Background: an optimization exercise with open tools, aiming at small area, a short achievable clock period and few clock cycles per item. Do not read the settings as production practice.
RTL that was checked went through simulation tests only; none was proved equivalent to the original.
No activity file was given, so power comes from the tool's default toggle rates.

Setup of run X:
Design lpc1_cksum, start of the top module:
module lpc1_cksum (
    input  wire        clk,
    input  wire        rst,
    input  wire        cmd_valid,
    output wire        cmd_ready,
    input  wire [31:0] cmd_word,
    input  wire [31:0] cmd_len,
    input  wire [23:0] cmd_fcs_in,
    input  wire        in_valid,
    output wire        in_ready,
    input  wire [31:0] in_data,
    output reg         done,
    output reg  [7:0]  code,
    output reg  [7:0]  last_op,
    output reg         match,
    output reg  [23:0] fcs_val,
    output reg  [23:0] fcs_rx,
    output reg  [16:0] fcs_cover,
    output reg  [16:0] out_len,
    output reg  [5:0]  crc6,
    output reg  [9:0]  crc10
);
Size: about 240 I/O pins, roughly 0.014 sq mm of cells after synthesis.
==> flow/config.mk <==
export PLATFORM = sky130hd
export DESIGN_NAME = lpc1_cksum
export DESIGN_NICKNAME = lpc1_cksum
export VERILOG_FILES = /design/flow/design.v
export SDC_FILE = /design/flow/constraint.sdc
export NUM_CORES = 4
export LEC_CHECK = 0
export CAP_MARGIN = 20
export CORE_MARGIN = 2
export CORE_UTILIZATION = 40
export SETUP_SLACK_MARGIN = 5
export SLEW_MARGIN = 20
export SYNTH_MEMORY_MAX_BITS = 8192
==> flow/constraint.sdc <==
create_clock -name core_clock -period 8.0 [get_ports {clk}]
set_input_delay 1.6000 -clock core_clock [delete_from_list [all_inputs] [get_ports {clk}]]
set_output_delay 1.6000 -clock core_clock [all_outputs]
set_load 0.01 [all_outputs]
standard.sh (not shown) runs the stock make flow with config.mk's settings and CLKGATE_MAP_FILE= SYNTH_SCRIPT=/design/flow/synth_recipe.tcl, a recipe that flattens the netlist after the stock synthesis.
==> flow/flow/run.sh <==
#!/bin/bash
# The standard layout (the standard.sh: standard synthesis, floorplan,
# placement, CTS, routing), with the ports buffered by the smallest buffer
# (sky130_fd_sc_hd__buf_1) instead of the resizer's default delay cell;
# repair_design and repair_timing resize them where needed.
set -euo pipefail
export BUFFER_PORTS_ARGS="-buffer_cell sky130_fd_sc_hd__buf_1"
bash standard.sh finish SETUP_SLACK_MARGIN=5.5 > standard_flow.log 2>&1
Testbench counts of run X, summed over its fixed seeds: cycles 10,251, items 384.
#### Input delta (run D over run X)
diff --git a/flow/flow/run.sh b/flow/flow/run.sh
--- a/flow/flow/run.sh
+++ b/flow/flow/run.sh
@@ -6,3 +6,3 @@
 set -euo pipefail
 export BUFFER_PORTS_ARGS="-buffer_cell sky130_fd_sc_hd__buf_1"
-bash standard.sh finish SETUP_SLACK_MARGIN=5.5 > standard_flow.log 2>&1
+bash standard.sh finish SETUP_SLACK_MARGIN=6.5 > standard_flow.log 2>&1
- Total via count in the routed design of run D exceeds that of run X by more than 10%.
- There was hardly any difference in final setup skew between run D and run X.
- Higher worst setup slack goes to run X over run D.
- Run D: number of gates given a new drive strength after cts is 179 higher than what run X reported.
- The global-route usage reported for run D is greater than that of run X by 7.0 points.
- Changes observed in run D relative to run X: post-route total power now sits higher; cell count higher; register-to-register slack flat.

========
== nickel ==
Another version of the RTL of lpc1_cksum (not shown whole).
Size in the first run: about 13000 µm² of cells after synthesis.
## lpc1_cksum
module lpc1_cksum (
    input  wire        clk,
    input  wire        rst,
    input  wire        cmd_valid,
    output wire        cmd_ready,
    input  wire [31:0] cmd_word,
    input  wire [31:0] cmd_len,
    input  wire [23:0] cmd_fcs_in,
    input  wire        in_valid,
    output wire        in_ready,
    input  wire [31:0] in_data,
    output reg         done,
    output wire [7:0]  code,
    output reg  [7:0]  last_op,
    output reg         match,
    output reg  [23:0] fcs_val,
    output reg  [23:0] fcs_rx,
    output reg  [16:0] fcs_cover,
    output reg  [16:0] out_len,
    output reg  [5:0]  crc6,
    output reg  [9:0]  crc10
);
clock: 8.0 ns
lec_check: 0
cap_margin: 20
core_margin: 2
core_utilization: 40
cts_cluster_diameter: 100
cts_cluster_size: 25
place_density: 0.75
setup_slack_margin: 5
slew_margin: 20
synth_hierarchical: 1
synth_memory_max_bits: 8192
synth_minimum_keep_size: 0
tns_end_percent: 0
==> flow/flow/run.sh <==
#!/bin/bash
set -euo pipefail
export BUFFER_PORTS_ARGS="-buffer_cell sky130_fd_sc_hd__buf_1"
bash standard.sh finish SETUP_SLACK_MARGIN=5.4 TNS_END_PERCENT=0 > standard_flow.log 2>&1
nickel | stages: all done | timing, DRC, antenna: all pass
Testbench counts of nickel, summed over its fixed seeds: cycles 10,251, items 384.
The following lists how violet was set up differently from nickel:
Settings: PLACE_DENSITY: 0.75 -> unset.
==> flow/flow/run.sh <==
#!/bin/bash
# The standard layout (the standard.sh: standard synthesis, floorplan,
# placement, CTS, routing), with the ports buffered by the smallest buffer
# (sky130_fd_sc_hd__buf_1) instead of the resizer's default delay cell;
# repair_design and repair_timing resize them where needed.
set -euo pipefail
export BUFFER_PORTS_ARGS="-buffer_cell sky130_fd_sc_hd__buf_1"
bash standard.sh finish SETUP_SLACK_MARGIN=5.5 TNS_END_PERCENT=10 > standard_flow.log 2>&1
--- outcome ---
violet vs nickel, share of power burned in combinational logic went up by 1.5 points.
A top layer reached by signal wires of met5 is what nickel shows, while met4 belongs to violet.
The final period demand of the worst path number comes out lower for violet vs nickel.
Fraction of the cycle the final worst path needs ends up lower on violet.
Going from nickel to violet, the first-pass iteration count of the detailed router was found to have gone down by 2.
violet went all the way through the flow, and no timing, DRC or antenna check failed.
Diff nickel -> violet: register-to-register slack moved up; fmax moved up; largest net degree at the start of global routing moved down; post-layout utilization of the core moved up.
violet: via count 357 above nickel
Changes observed in violet relative to nickel: global-route wire length before repair now sits higher; total wire length grew by 3300 µm.

========
== main ==
lpc1_cksum again, from the RTL that the note above started with.
Settings: LEC_CHECK=0, CAP_MARGIN=20, CORE_MARGIN=2, CORE_UTILIZATION=40, CTS_CLUSTER_DIAMETER=100, CTS_CLUSTER_SIZE=25, SETUP_SLACK_MARGIN=5, SLEW_MARGIN=20, SYNTH_HIERARCHICAL=1, SYNTH_MEMORY_MAX_BITS=8192, SYNTH_MINIMUM_KEEP_SIZE=0, TNS_END_PERCENT=0; clock period 8.0 ns.
==> flow/flow/run.sh <==
#!/bin/bash
# The standard layout (the standard.sh: standard synthesis, floorplan,
# placement, CTS, routing), with the ports buffered by the smallest buffer
# (sky130_fd_sc_hd__buf_1) instead of the resizer's default delay cell;
# repair_design and repair_timing resize them where needed.
set -euo pipefail
export BUFFER_PORTS_ARGS="-buffer_cell sky130_fd_sc_hd__buf_1"
bash standard.sh finish SETUP_SLACK_MARGIN=5.4 TNS_END_PERCENT=0 > standard_flow.log 2>&1
Having completed the whole flow, main delivered a layout that passed the timing, DRC and antenna checks.
Testbench counts of main, summed over its fixed seeds: cycles 10,251, items 384.
#### Input delta (the feature branch over main)
diff --git a/flow/config.mk b/flow/config.mk
--- a/flow/config.mk
+++ b/flow/config.mk
@@ -11,4 +11,5 @@
 export CTS_CLUSTER_DIAMETER = 100
 export CTS_CLUSTER_SIZE = 25
+export PLACE_DENSITY = 0.75
 export SETUP_SLACK_MARGIN = 5
 export SLEW_MARGIN = 20
==> results.txt <==
The flow did not stop early for the feature branch: all stages ran, and the layout cleared the timing, DRC and antenna checks. | area occupied by multi-input gates | the feature branch vs main | 0.84% lower |. main → the feature branch: largest fanout on the critical path climbed 2, clock period minus final worst setup slack now smaller. Critical path class = input pin to flop: main; critical path class = flop to flop: the feature branch. Power spent charging and discharging nets, main and the feature branch: larger value in main. The lower areal power density over the cells of main and the feature branch is in main.

========
Another version of the RTL of lpc1_cksum (not shown whole).
For scale: about 1500 cells after synthesis, ~220 flip-flops, roughly 240 I/O pins, roughly 0.013 mm2 of cells after synthesis.
export LEC_CHECK = 0
export CAP_MARGIN = 20
export CORE_MARGIN = 2
export CORE_UTILIZATION = 40
export SETUP_SLACK_MARGIN = 5
export SLEW_MARGIN = 20
export SYNTH_MEMORY_MAX_BITS = 8192
create_clock -name core_clock -period 8.0 [get_ports {clk}]
==> flow/flow/run.sh <==
#!/bin/bash
# The standard layout (the standard.sh: standard synthesis, floorplan,
# placement, CTS, routing), with the ports buffered by the smallest buffer
# (sky130_fd_sc_hd__buf_1) instead of the resizer's default delay cell;
# repair_design and repair_timing resize them where needed.
set -euo pipefail
export BUFFER_PORTS_ARGS="-buffer_cell sky130_fd_sc_hd__buf_1"
bash standard.sh finish SETUP_SLACK_MARGIN=5.6 TNS_END_PERCENT=0 > standard_flow.log 2>&1
The first run completed without violations.
Then changed:
--- a/flow/flow/run.sh
+++ b/flow/flow/run.sh
@@ -7,2 +7,2 @@
 export BUFFER_PORTS_ARGS="-buffer_cell sky130_fd_sc_hd__buf_1"
-bash standard.sh finish SETUP_SLACK_MARGIN=5.6 TNS_END_PERCENT=0 > standard_flow.log 2>&1
+bash standard.sh finish SETUP_SLACK_MARGIN=5.6 > standard_flow.log 2>&1
What happened:
- worst setup slack gets worse by 0.016 ns
- final cell count rose by 8.4%
- fmax fell by 0.60%
- die area is unchanged
Then changed:
--- a/flow/flow/run.sh
+++ b/flow/flow/run.sh
@@ -7,2 +7,2 @@
 export BUFFER_PORTS_ARGS="-buffer_cell sky130_fd_sc_hd__buf_1"
-bash standard.sh finish SETUP_SLACK_MARGIN=5.6 > standard_flow.log 2>&1
+bash standard.sh finish SETUP_SLACK_MARGIN=5.3 > standard_flow.log 2>&1
- design area went down by 18%
- sequential power barely changes
- combinational power drops by about 12%
- cell count fell by 7.0%
Then changed:
--- a/flow/flow/run.sh
+++ b/flow/flow/run.sh
@@ -7,2 +7,2 @@
 export BUFFER_PORTS_ARGS="-buffer_cell sky130_fd_sc_hd__buf_1"
-bash standard.sh finish SETUP_SLACK_MARGIN=5.3 > standard_flow.log 2>&1
+bash standard.sh finish SETUP_SLACK_MARGIN=5.3 TNS_END_PERCENT=0 > standard_flow.log 2>&1
Outcome: The changed run passed the timing, DRC and antenna checks. Fmax shrinks by 3.2%. Final cell count went down by 1.7%. Sequential share of layout area went up by 1.5 points. Via count came out lower by 1.3%. Design area fell by 6.3%. Worst hold slack stays flat. Global-route usage decreases by 0.70 points. Non-clock buffer count is lower by 38. Clock-buffer cell count drops by 2.
Then changed:
--- a/flow/flow/run.sh
+++ b/flow/flow/run.sh
@@ -7,2 +7,2 @@
 export BUFFER_PORTS_ARGS="-buffer_cell sky130_fd_sc_hd__buf_1"
-bash standard.sh finish SETUP_SLACK_MARGIN=5.3 TNS_END_PERCENT=0 > standard_flow.log 2>&1
+bash standard.sh finish SETUP_SLACK_MARGIN=5.4 TNS_END_PERCENT=0 > standard_flow.log 2>&1
- TNS_END_PERCENT: default -> 0
Result: The new run produced a clean layout; total power increases by about 0.6%; non-clock buffer count increases by 15; wire length increases by 1.9%; synthesized cell count is unchanged; utilization increases by 0.81 points; worst setup slack is better by 0.054 ns.
No functional check of the RTL was part of any run of this note.

========
lpc1_cksum, a different RTL version from the one above (not shown whole).
Size: ~1500 cells after synthesis, roughly 220 flip-flops, about 240 I/O pins, ~13000 um^2 of cells after synthesis.
==> flow/config.mk <==
export PLATFORM = sky130hd
export DESIGN_NAME = lpc1_cksum
export DESIGN_NICKNAME = lpc1_cksum
export VERILOG_FILES = /design/flow/design.v
export SDC_FILE = /design/flow/constraint.sdc
export NUM_CORES = 4
export LEC_CHECK = 0
export CAP_MARGIN = 20
export CORE_MARGIN = 2
export CORE_UTILIZATION = 40
export CTS_CLUSTER_DIAMETER = 100
export CTS_CLUSTER_SIZE = 25
export SETUP_SLACK_MARGIN = 5
export SLEW_MARGIN = 20
export SYNTH_MEMORY_MAX_BITS = 8192
export TNS_END_PERCENT = 0
==> flow/constraint.sdc <==
create_clock -name core_clock -period 8.0 [get_ports {clk}]
set_input_delay 1.6000 -clock core_clock [delete_from_list [all_inputs] [get_ports {clk}]]
set_output_delay 1.6000 -clock core_clock [all_outputs]
set_load 0.01 [all_outputs]
==> flow/flow/run.sh <==
#!/bin/bash
# The standard layout (the standard.sh: standard synthesis, floorplan,
# placement, CTS, routing), with the ports buffered by the smallest buffer
# (sky130_fd_sc_hd__buf_1) instead of the resizer's default delay cell;
# repair_design and repair_timing resize them where needed.
set -euo pipefail
export BUFFER_PORTS_ARGS="-buffer_cell sky130_fd_sc_hd__buf_1"
bash standard.sh finish SETUP_SLACK_MARGIN=5.4 TNS_END_PERCENT=0 > standard_flow.log 2>&1
Testbench counts at the start, summed over its fixed seeds: cycles 10,251, items 384.
Rerun with:
CTS_CLUSTER_DIAMETER = not set   (was 100)
CTS_CLUSTER_SIZE = not set   (was 25)
What happened:
- The changed run went through all stages and came out clean
- combinational power is about the same
- global-route usage came out higher by 0.20 points
- flip-flop and latch count stays the same
- synthesized area does not change
- total power increases by 12%

========
lpc1_cksum again, from the RTL that the note above started with.
## lpc1_cksum
module lpc1_cksum (
    input  wire        clk,
    input  wire        rst,
    input  wire        cmd_valid,
    output wire        cmd_ready,
    input  wire [31:0] cmd_word,
    input  wire [31:0] cmd_len,
    input  wire [23:0] cmd_fcs_in,
    input  wire        in_valid,
    output wire        in_ready,
    input  wire [31:0] in_data,
    output reg         done,
    output wire [7:0]  code,
    output reg  [7:0]  last_op,
    output reg         match,
    output reg  [23:0] fcs_val,
    output reg  [23:0] fcs_rx,
    output reg  [16:0] fcs_cover,
    output reg  [16:0] out_len,
    output reg  [5:0]  crc6,
    output reg  [9:0]  crc10
);
clock: 8.0 ns
lec_check: 0
cap_margin: 20
core_margin: 2
core_utilization: 40
cts_cluster_diameter: 100
cts_cluster_size: 30
setup_slack_margin: 5
slew_margin: 20
synth_memory_max_bits: 8192
tns_end_percent: 0
Scripts as last shown in full above: flow/flow/run.sh
Testbench counts at the start, summed over its fixed seeds: cycles 10,251, items 384.
Edit:
- CTS_CLUSTER_SIZE: 30 -> 25
- PLACE_DENSITY: not set -> 0.75
Effect: Register-to-register slack is worse by 0.06 ns. Via count came out higher by 3.3%. Synthesized cell count is unchanged.

## afterwards: timing with drivers on the ports
Ports are ideal in the flow. The routed layouts listed here were re-timed in OpenROAD.
Step 1 (the two cells are an assumption about what drives the block):
set clk [get_ports {clk}]
set_driving_cell -lib_cell sky130_fd_sc_hd__clkbuf_16 $clk
set_driving_cell -lib_cell sky130_fd_sc_hd__buf_2 [delete_from_list [all_inputs] $clk]
Step 2 moves the port delays by t, midway between the first and last clock arrival at a register: inputs arrive t later, outputs are due t later. That takes back most of the time a late clock gives input paths.
Slacks: ideal ports / drivers / drivers and shift; pairs: ideal ports / drivers.
run | shift t [ns] | slack for setup (ns) | worst setup path after step 2 | pins driven straight from the clock port
run X | 0.593 | 5.059 / 5.059 / 5.002 | input to register | 1
run D | 0.614 | 5.054 / 5.054 / 4.950 | input to register | 1
nickel | 0.532 | 5.249 / 5.217 / 4.751 | input to register | 1
violet | 0.550 | 5.270 / 5.215 / 4.752 | input to register | 1
main | 0.540 | 5.235 / 5.210 / 4.726 | input to register | 1
the feature branch | 0.532 | 5.249 / 5.217 / 4.751 | input to register | 1
the first run of note 4 | 0.574 | 5.298 / 5.251 / 4.752 | input to register | 1
the second run of note 4 | 0.593 | 5.281 / 5.230 / 4.814 | input to register | 1
the third run of note 4 | 0.582 | 5.288 / 5.266 / 4.735 | input to register | 1
the fourth run of note 4 | 0.576 | 5.198 / 5.148 / 4.688 | input to register | 1
the fifth run of note 4 | 0.575 | 5.252 / 5.202 / 4.735 | input to register | 1
the first run of note 5 | 0.536 | 5.168 / 5.132 / 4.662 | input to register | 1
the second run of note 5 | 0.573 | 5.155 / 5.121 / 4.611 | input to register | 1
the first run of note 6 | 0.530 | 5.133 / 5.138 / 4.629 | input to register | 1
the second run of note 6 | 0.536 | 5.121 / 5.123 / 4.614 | input to register | 1
After both steps setup and hold are still met in every run listed. For the third run of note 4, which loses most, drivers alone change the setup slack by -0.022 ns; drivers and shift together by -0.553 ns.
